What follows belongs to an exercise in optimizing a design on an open flow for small area, a short achievable clock period and few clock cycles per item; a production flow would make more cautious choices.
In this exercise RTL edits were held to simulation tests only and were not proved equivalent to the original.

== alpha ==
==> flow/design.v (excerpt) <==
module rs_dec (
    input  wire       clk,
    input  wire       rst,           
    input  wire       in_valid,
    output wire       in_ready,
    input  wire [7:0] in_data,
    input  wire [7:0] in_n,          
    input  wire [3:0] in_t,          
    output reg        err_valid,
    output reg  [7:0] err_pos,
    output reg  [7:0] err_val,
    output reg        done,
    output reg  [7:0] bstat
);
Settings: LEC_CHECK=0, CAP_MARGIN=20, CORE_MARGIN=2, CORE_UTILIZATION=50, CTS_BUF_LIST=sky130_fd_sc_hd__clkbuf_4 sky130_fd_sc_hd__clkbuf_8, SETUP_SLACK_MARGIN=5, SLEW_MARGIN=20; clock period 10.0 ns.
run.sh (not shown) runs the stock make flow with config.mk's settings and CLKGATE_MAP_FILE= SYNTH_SCRIPT=/design/flow/synth_recipe.tcl, a recipe that flattens the netlist after the stock synthesis.
alpha ran to completion and came out clean on the timing, design-rule and antenna checks.
Testbench counts of alpha, summed over its fixed seeds: cycles 38,253, blocks 384.
### alpha -> beta
# alpha
export LEC_CHECK = 0
export CAP_MARGIN = 20
export CORE_MARGIN = 2
export CORE_UTILIZATION = 50
export CTS_BUF_LIST = sky130_fd_sc_hd__clkbuf_4 sky130_fd_sc_hd__clkbuf_8
export SETUP_SLACK_MARGIN = 5
export SLEW_MARGIN = 20
create_clock -name core_clock -period 10.0 [get_ports {clk}]
# beta
export LEC_CHECK = 0
export CAP_MARGIN = 20
export CORE_MARGIN = 2
export CORE_UTILIZATION = 30
export CTS_BUF_LIST = sky130_fd_sc_hd__clkbuf_4 sky130_fd_sc_hd__clkbuf_8
export SETUP_SLACK_MARGIN = 5
export SLEW_MARGIN = 20
create_clock -name core_clock -period 10.0 [get_ports {clk}]
[summary]
Sort beta and alpha by final critical delay including setup and external delays asc -> top: alpha. Compared to alpha, the routing of beta uses more wire. alpha → beta: design area now sits higher.


== job 105 ==
rs_dec, a different RTL version from the one above (not shown whole).
Size: ~9500 cells after synthesis, about 1200 flip-flops, ~0.087 mm² of cells after synthesis.
clock: 10.0 ns
lec_check: 0
cap_margin: 20
core_margin: 2
core_utilization: 40
setup_slack_margin: 5
slew_margin: 20
Job 105 completed every stage of the flow, and the final layout passed the timing, design-rule and antenna checks.
Testbench counts of job 105, summed over its fixed seeds: cycles 38,253, blocks 384.
For job 102, these inputs were changed with respect to job 105:
Settings: setting CTS_BUF_LIST to sky130_fd_sc_hd__clkbuf_4 sky130_fd_sc_hd__clkbuf_8 for the first time.
## What came out
Of the two candidates, job 105 has the better setup slack and job 102 the worse one. For routed metal-1 wirelength, job 105 and job 102 come out practically identical. Compared with job 105, job 102 shows a higher actual transition at the worst max-transition pin. Filler cell count in the final layout went up slightly going from job 105 to job 102. On worst hold slack, job 105 and job 102 are neck and neck. The global-route usage was comparable across job 105 and job 102.


rs_dec, a different RTL version from the one above (not shown whole).
For scale: roughly 9,500 cells after synthesis, roughly 85,000 sq um of cells after synthesis.
clock: 10.0 ns
lec_check: 0
cap_margin: 20
core_margin: 2
core_utilization: 40
cts_buf_list: sky130_fd_sc_hd__clkbuf_4 sky130_fd_sc_hd__clkbuf_8
setup_slack_margin: 4
slew_margin: 20
The starting point ran to the end with no violations.
Testbench counts at the start, summed over its fixed seeds: cycles 38,253, blocks 384.
Edit:
--- a/flow/config.mk
+++ b/flow/config.mk
@@ -12 +12 @@
-export SETUP_SLACK_MARGIN = 4
+export SETUP_SLACK_MARGIN = 5
Result: The changed run ran to the end with no violations; routed wire length rises by about 3%; worst setup slack improved by 0.46 ns; final cell count rises by 1.6%; design area rises by 6.1%; first-iteration DRC count rises by about 0.35%; via count rises by 1.9%; synthesized area is unchanged; non-clock buffer count rises by 193.


Setup of P:
RTL: one of the versions met above, not the one the previous note started from.
For scale: roughly 1300 flip-flops, about 50 I/O pins, roughly 91000 µm² of cells after synthesis.
clock: 10.0 ns
lec_check: 0
cap_margin: 20
core_margin: 2
core_utilization: 40
cts_buf_list: sky130_fd_sc_hd__clkbuf_4 sky130_fd_sc_hd__clkbuf_8
setup_slack_margin: 5
slew_margin: 20
tns_end_percent: 20
Looking at the reports, P completed the entire flow and the layout it produced met the timing, design-rule and antenna checks.
Testbench counts of P, summed over its fixed seeds: cycles 38,253, blocks 384.
Edits applied to the flow inputs when going from P to Q:
- TNS_END_PERCENT: 20 -> unset
Findings:
Q finished end to end and its layout was clean on timing, DRC and antenna. On routed wire length, P tracks Q almost exactly. Changes observed in Q relative to P: routed metal-1 wirelength was more or less identical; final non-filler cell total did not really move.

[re-timing with driven ports]
In the flow no input, the clock included, has a driving cell. The finished layouts below were timed again as built, in two steps. Step 1 (the two cells are an assumption about what drives the block):
set clk [get_ports {clk}]
set_driving_cell -lib_cell sky130_fd_sc_hd__clkbuf_16 $clk
set_driving_cell -lib_cell sky130_fd_sc_hd__buf_2 [delete_from_list [all_inputs] $clk]
Step 2 also shifts input and output timing later by t, the mid clock arrival at the registers, as if the neighbouring blocks saw the same clock. Slacks: no drivers / after step 1 / after step 2; pairs: no drivers / after step 1.
| run | shift t [ns] | setup WS [ns] | latest minus earliest clock arrival (ns) |
|---|---|---|---|
| alpha | 1.086 | 4.972 / 4.972 / 4.792 | 0.073 / 0.073 |
| beta | 1.037 | 4.924 / 4.924 / 4.562 | 0.130 / 0.130 |
| job 105 | 0.897 | 4.547 / 4.547 / 4.547 | 0.044 / 0.045 |
| job 102 | 1.080 | 4.515 / 4.515 / 4.515 | 0.084 / 0.084 |
| the first run of note 3 | 1.036 | 4.131 / 4.131 / 4.131 | 0.079 / 0.080 |
| the second run of note 3 | 1.070 | 4.587 / 4.587 / 4.587 | 0.077 / 0.077 |
| P | 1.081 | 4.851 / 4.851 / 4.851 | 0.075 / 0.075 |
| Q | 1.071 | 4.875 / 4.875 / 4.875 | 0.068 / 0.068 |
After both steps setup and hold are still met in every run listed. The setup slack of beta, which loses most, moves by 0.000 ns with the drivers and by -0.362 ns with both steps.
